This design comes from an exercise in tuning for small area, a short achievable clock period and few clock cycles on the open sky130 flow, not from production work.
In this exercise RTL edits were held to simulation tests only and were not proved equivalent to the original.
Power figures rest on the tool's default switching activity, not on a simulated workload.

File: flow/config.mk
export PLATFORM = sky130hd
export DESIGN_NAME = lz11_dec
export DESIGN_NICKNAME = lz11_dec
export VERILOG_FILES = /design/flow/design.v
export SDC_FILE = /design/flow/constraint.sdc
export NUM_CORES = 4
export LEC_CHECK = 0
export CAP_MARGIN = 20
export CORE_MARGIN = 2
export CORE_UTILIZATION = 40
export PLACE_DENSITY = 0.6
export SLEW_MARGIN = 20
File: flow/constraint.sdc
create_clock -name core_clock -period 5.0 [get_ports {clk}]
set_input_delay 1.0000 -clock core_clock [delete_from_list [all_inputs] [get_ports {clk}]]
set_output_delay 1.0000 -clock core_clock [all_outputs]
set_load 0.01 [all_outputs]
File: flow/design.v
module lz11_dec (
    input  wire        clk,
    input  wire        rst,         
    input  wire        start,       
    input  wire [23:0] ilen,        
    output wire        idle,
    output reg         done,        
    output reg  [3:0]  err,         
    input  wire        in_valid,
    input  wire [7:0]  in_data,
    output reg         in_ready,
    output reg         out_valid,
    output reg  [7:0]  out_data,
    input  wire        out_ready,
    output reg         hist_re,
    output reg  [11:0] hist_raddr,
    input  wire [7:0]  hist_rdata,
    output reg         hist_we,
    output reg  [11:0] hist_waddr,
    output reg  [7:0]  hist_wdata
);
    localparam [3:0] E_OK        = 4'd0;
    localparam [3:0] E_INVALID   = 4'd2;
    localparam [3:0] E_TOO_SHORT = 4'd3;
    localparam [3:0] S_IDLE  = 4'd0,
                     S_HDR   = 4'd1,    
                     S_HDRX  = 4'd2,    
                     S_TOP   = 4'd3,    
                     S_FLAG  = 4'd4,    
                     S_TOK   = 4'd5,    
                     S_TOKN  = 4'd6,    
                     S_CHK   = 4'd7,    
                     S_RD    = 4'd8,    
                     S_RDW   = 4'd9,    
                     S_EMIT  = 4'd10,   
                     S_DONE  = 4'd11;
    reg [3:0]  state;
    reg [23:0] remain;       
    reg [31:0] hdr;          
    reg [1:0]  bcnt;         
    reg [31:0] size;
    reg [31:0] olen;
    reg [11:0] wp;
    reg [7:0]  flags;
    reg [7:0]  mask;
    reg [7:0]  b1, b2, b3;   
    reg [1:0]  need;         
    reg [16:0] len;          
    reg [12:0] disp;
    reg        copying;
    reg [7:0]  byte_r;
    assign idle = (state == S_IDLE);
    wire take = in_valid && in_ready;
    always @(*) begin
        case (state)
            S_HDR, S_HDRX, S_FLAG, S_TOK, S_TOKN: in_ready = (remain != 24'd0);
            default: in_ready = 1'b0;
        endcase
    end
    always @(*) begin
        out_valid  = (state == S_EMIT);
        out_data   = byte_r;
        hist_re    = (state == S_RD);
        hist_raddr = wp - disp[11:0];
        hist_we    = (state == S_EMIT) && out_ready;
        hist_waddr = wp;
        hist_wdata = byte_r;
    end
    always @(posedge clk) begin
        if (rst) begin
            state <= S_IDLE;
            done  <= 1'b0;
            err   <= E_OK;
        end else begin
            done <= 1'b0;
            case (state)
                S_IDLE: begin
                    if (start) begin
                        remain  <= ilen;
                        bcnt    <= 2'd0;
                        olen    <= 32'd0;
                        wp      <= 12'd0;
                        mask    <= 8'd0;
                        flags   <= 8'd0;
                        copying <= 1'b0;
                        state   <= S_HDR;
                    end
                end
                S_HDR: begin
                    if (remain == 24'd0) begin
                        err <= E_TOO_SHORT; state <= S_DONE;
                    end else if (take) begin
                        remain <= remain - 24'd1;
                        hdr    <= {in_data, hdr[31:8]};
                        bcnt   <= bcnt + 2'd1;
                        if (bcnt == 2'd3) begin
                            if (hdr[15:8] != 8'h11) begin
                                err <= E_INVALID; state <= S_DONE;
                            end else if ({in_data, hdr[31:16]} == 24'd0) begin
                                state <= S_HDRX;
                            end else begin
                                size  <= {8'd0, in_data, hdr[31:16]};
                                state <= S_TOP;
                            end
                        end
                    end
                end
                S_HDRX: begin
                    if (remain == 24'd0) begin
                        err <= E_TOO_SHORT; state <= S_DONE;
                    end else if (take) begin
                        remain <= remain - 24'd1;
                        hdr    <= {in_data, hdr[31:8]};
                        bcnt   <= bcnt + 2'd1;
                        if (bcnt == 2'd3) begin
                            size  <= {in_data, hdr[31:8]};
                            state <= S_TOP;
                        end
                    end
                end
                S_TOP: begin
                    if (olen >= size) begin
                        err <= E_OK; state <= S_DONE;
                    end else if (mask == 8'd0) begin
                        state <= S_FLAG;
                    end else begin
                        state <= S_TOK;
                    end
                end
                S_FLAG: begin
                    if (remain == 24'd0) begin
                        err <= E_TOO_SHORT; state <= S_DONE;
                    end else if (take) begin
                        remain <= remain - 24'd1;
                        flags  <= in_data;
                        mask   <= 8'h80;
                        state  <= S_TOK;
                    end
                end
                S_TOK: begin
                    if (remain == 24'd0) begin
                        err <= E_TOO_SHORT; state <= S_DONE;
                    end else if (take) begin
                        remain <= remain - 24'd1;
                        mask   <= mask >> 1;
                        if ((flags & mask) == 8'd0) begin
                            byte_r  <= in_data;
                            copying <= 1'b0;
                            state   <= S_EMIT;
                        end else begin
                            b1 <= in_data;
                            if (in_data[7:4] == 4'h0)      need <= 2'd2;
                            else if (in_data[7:4] == 4'h1) need <= 2'd3;
                            else                           need <= 2'd1;
                            bcnt  <= 2'd0;
                            state <= S_TOKN;
                        end
                    end
                end
                S_TOKN: begin
                    if (remain == 24'd0) begin
                        err <= E_TOO_SHORT; state <= S_DONE;
                    end else if (take) begin
                        remain <= remain - 24'd1;
                        case (bcnt)
                            2'd0: b2 <= in_data;
                            2'd1: b3 <= in_data;
                            default: ;
                        endcase
                        bcnt <= bcnt + 2'd1;
                        if (bcnt + 2'd1 == need) begin
                            if (b1[7:4] == 4'h0) begin
                                len  <= {9'd0, b1[3:0], b2[7:4]} + 17'h11;
                                disp <= {1'b0, b2[3:0], in_data} + 13'd1;
                            end else if (b1[7:4] == 4'h1) begin
                                len  <= {1'b0, b1[3:0], b2, b3[7:4]} + 17'h111;
                                disp <= {1'b0, b3[3:0], in_data} + 13'd1;
                            end else begin
                                len  <= {13'd0, b1[7:4]} + 17'd1;
                                disp <= {1'b0, b1[3:0], in_data} + 13'd1;
                            end
                            state <= S_CHK;
                        end
                    end
                end
                S_CHK: begin
                    if ({19'd0, disp} > olen) begin
                        err <= E_INVALID; state <= S_DONE;
                    end else begin
                        copying <= 1'b1;
                        state   <= S_RD;
                    end
                end
                S_RD: begin
                    state <= S_RDW;
                end
                S_RDW: begin
                    byte_r <= hist_rdata;
                    state  <= S_EMIT;
                end
                S_EMIT: begin
                    if (out_ready) begin
                        olen <= olen + 32'd1;
                        wp   <= wp + 12'd1;
                        if (copying && (len != 17'd1) && (olen + 32'd1 < size)) begin
                            len   <= len - 17'd1;
                            state <= S_RD;
                        end else begin
                            state <= S_TOP;
                        end
                    end
                end
                S_DONE: begin
                    done  <= 1'b1;
                    state <= S_IDLE;
                end
                default: state <= S_IDLE;
            endcase
        end
    end
endmodule
File: flow/run.sh
#!/bin/bash
# synth_recipe.tcl (not shown) runs the flow's synth.tcl, then flattens the netlist and writes it again
# the make line also repeats each setting of config.mk as NAME=value (left out here)
make -C /OpenROAD-flow-scripts/flow DESIGN_CONFIG=/design/flow/config.mk WORK_HOME=/design/flow/orfs CLKGATE_MAP_FILE= SYNTH_SCRIPT=/design/flow/synth_recipe.tcl finish
==> reports/qor.txt <==
Fillers: 3084
Synth warn: 1
Wire length per cell: 17.57 um
Most frequent cell after synthesis: edfxtp_1
Total power divided by cell area: 400.2 nW/um^2
CP Launch Type: register
Io pins: 95
F_max: 0.2200 GHz
RSZ-0062 raised after global routing: no
Gr ovfl total: 0
Synthesized instance count: 1275
Crit Path Max Fanout: 17
Largest net degree at the start of global routing: 46
CP Data Required Time: 5250 ps
Initial core utilization: 40.70%
Clock tree from TritonCTS: yes
Final Setup Violations: 0
Fin nets: 1519
Crit path DAT: 4800 ps
CTS clk-pin slew, worst paths: 60 ps
Full die area: 34580 um^2
Final TNS setup: 0 ps
Worst setup EP type: register
Sequential power share: 40.5%
Sequential area share after synthesis: 48.00%
Worst min-delay path category: reg -> reg
Die width: 185.9 um
Synth area leaders: edfxtp_1 47%, ha_1 9.8%, xnor2_1 5.1%, nand2_1 3.0%, and2_1 2.8%
Number of cell rows: 66
Hold-critical path depth: 2
Comb pwr share: 27.6%
Post-Syn Area per Cell: 10.39 um^2
Share of post-route cells with drive strength above 1: 7.931%
CP max stage delay: 530 ps
Port bufs: 92
Max_slew headroom: 35.19%
Status: complete, no violations
Multi-input gate area: 6375 um^2
Drt pass-1 iters: 5
Vias: 9861
GRT Total Usage: 18.66%
Cts repair resizes: 0
Crit Path Category: reg -> reg
Via-to-Cell Ratio: 5.391
Clock Tree Root: clkbuf_16
CTS sink count: 214
Max-cap violations: 0
Vias in the first global route: 9404
Clock latency on the worst-skew pair: 520 ps
Switching Fraction: 31.12%
Final hold violations: 0
Max-slew violation count: 0
NetSw: 1.948 mW
Primary FF master, synth: edfxtp_1
DRT iter0 DRCs: 735
Commonest cells post-synth: 207 x edfxtp_1, 105 x nand2_1, 104 x ha_1
Die Ht: 185.9 um
Area Growth Syn to Fin: 18.10%
Cell taking the most area after synthesis: edfxtp_1
FF+latch count, synth: 214
EDFF count, synth: 207
Share of total power in the clock network: 31.9%
Clock buffer depth: 3
Core area: 32540 um^2
Critical path's slowest cell: a31oi_1
Worst-Margin Slew: 964.0 ps
Initial antenna violation count: 0
Clock skew: 12.27 ps
Routability congestion estimate: 0.8899
DRC: 0
Async S/R FF share, synth: 0%
Sequential cell area: 6356 um^2
DP Area: 14750 um^2
DP Wirelength: 23.97 mm
Setup bufs post-CTS: 0
TritonCTS Buffers: 24
Cell Area, Synth: 13240 um^2
First-pass GRT wire length: 50.78 mm
Cts hold-fix bufs: 0
Design area: 15640 um^2
CP Cell Sequence: ha_1 -> nand2_1 -> or2_2 -> nor4_1 -> buf_4 -> and2_1 -> nand4_1 -> xnor2_1 -> ha_1 -> nand4_1 -> nor4_1 -> o311ai_0 -> a31oi_1 -> nor3_2 -> buf_4
Ant. Diodes: 0
Library cells used by synthesis: 67
Final wirelength: 32.14 mm
Number of routed nets with antenna violations: 0
Final worst-path cycle share: 90.91%
LEAKAGE: 5.656 nW
Worst vdd ir: 0.2415 mV
Yosys top cell area share: 46.94%
FF-to-FF path depth: 15
Cell Int Power: 4.311 mW
Final min period: 4545 ps
Htree depth: 1
## worst max-delay path: cells and delay by family (launching register included)
kind	cells	cell delay, ps
buffers and inverters	2	430
AO/OA/AOI/OAI	2	850
flip-flops	1	460
AND/OR/NAND/NOR	8	1820
XOR/XNOR	1	180
adder cells (fa/ha/maj)	2	520
## flip-flops by register name, indices dropped and copies added, names as in the netlist, 12 cells and up
register and cells:
len 17, wp 12, size 32, remain 24, hdr 24, disp 13, olen 32
## cell families (layout without fill, tap and decap cells)
logic type      after synthesis  after routing  share of synthesized area, %
compound gates              211            211                         9.761
xor+xnor                    114            114                         7.540
fa+ha+maj                   105            105                         9.978
buf+inv                     140            251                         4.290
flops                       214            214                         48.00
mux                          28             28                         2.362
other cells                   1              2                       0.02832
simple gates                462            462                         18.04
## power groups by stage
stage | combinational [mW] | clock [mW] | sequential (mW)
2_1_floorplan | 1.17 | 0 | 2.54
3_3_place_gp | 1.69 | 0 | 2.56
3_5_place_dp | 1.72 | 0 | 2.57
4_1_cts | 1.73 | 2.03 | 2.54
5_1_grt | 1.92 | 2.10 | 2.57
6_report | 1.73 | 2.00 | 2.54
## cell usage in the layout (no fill, tap or decap), types with 6 or more instances in the layout
cell type	Yosys	routed
a211oi_1	15	13
a21o_1	7	7
a21oi_1	64	64
a31oi_1	9	9
and2_1	59	59
buf_4	11	29
bufinv_16	0	7
clkbuf_16	0	25
clkdlybuf4s50_1	0	92
dfxtp_1	7	7
edfxtp_1	207	207
ha_1	104	104
inv_1	85	85
mux2_2	26	26
nand2_1	105	105
nand2b_1	10	10
nand3_1	38	38
nand4_1	27	27
nor2_1	84	83
nor2b_1	11	11
nor3_1	46	43
nor4_1	31	30
o211ai_1	8	8
o21ai_0	64	64
o22ai_1	7	7
or3_1	12	12
or4_1	6	6
xnor2_1	77	77
xor2_1	37	37
## worst paths after layout
path                    startpoint  slack (ps)                   to
max reg2reg  olen[0]$_SDFFCE_PN0P_         450     len[4]$_DFFE_PP_
min            err[0]$_SDFFE_PP0P_         500  err[0]$_SDFFE_PP0P_
max          olen[0]$_SDFFCE_PN0P_         450     len[4]$_DFFE_PP_
min reg2reg    err[0]$_SDFFE_PP0P_         500  err[0]$_SDFFE_PP0P_
## metal layers
| layer | global-route usage, % | vias up | share of wire [%] |
|---|---|---|---|
| met5 | 0 | - | 0 |
| met4 | 4.157 | 0 | 1.7 |
| met3 | 2.211 | 38 | 5.3 |
| met2 | 29.67 | 270 | 45 |
| met1 | 27.26 | 4716 | 48 |
| li1 | - | 4837 | - |
## layout make-up
| type | instances | share of cell area (%) |
|---|---|---|
| Multi-Input combinational cell | 922 | 40.76 |
| Sequential cell | 214 | 40.64 |
| Timing Repair Buffer | 121 | 7.281 |
| Clock buffer | 28 | 4.072 |
| Tap cell | 442 | 3.536 |
| Inverter | 86 | 2.064 |
| Clock inverter | 16 | 1.640 |
## through the flow
step	setup slack [ps]	hold WS, ps	cells	total power, mW	utilization [%]
4_1_cts	493.9	493.6	1829	6.296	48.07
3_3_place_gp	653.3	477.2	1785	4.258	45.32
2_1_floorplan	421.5	463.8	1276	3.703	-
3_5_place_dp	577.9	476.8	1785	4.289	45.32
5_1_grt	269.0	505.5	1829	6.591	48.07
6_report	454.5	495.1	1829	6.259	48.07
Testbench counts, summed over its fixed seeds: cycles 791,905.

==> afterwards: timing with drivers on the ports <==
How much do the figures lean on ideal ports? The routed layout below was timed once more, with nothing changed but the port constraints.
Step 1, drivers: a clkbuf_16 drives clk and a buf_2 each remaining input, both assumed.
Step 2 times the ports against the registers' clock, not the clock port: input delays grow and output delays shrink by t, the midpoint of the rising clock arrivals with the driver on.
Three values: ideal, step 1, step 2; two values: the first two.
t, ns: 0.568
setup slack, ns: 0.455 / 0.455 / 0.455
worst hold slack (ns): 0.495 / 0.495 / 0.495
slew at the worst register clock pin (ns): 0.06 / 0.06
After both steps this run still meets setup and hold. The setup slack of this run moves by 0.000 ns with the drivers and by 0.000 ns with both steps.
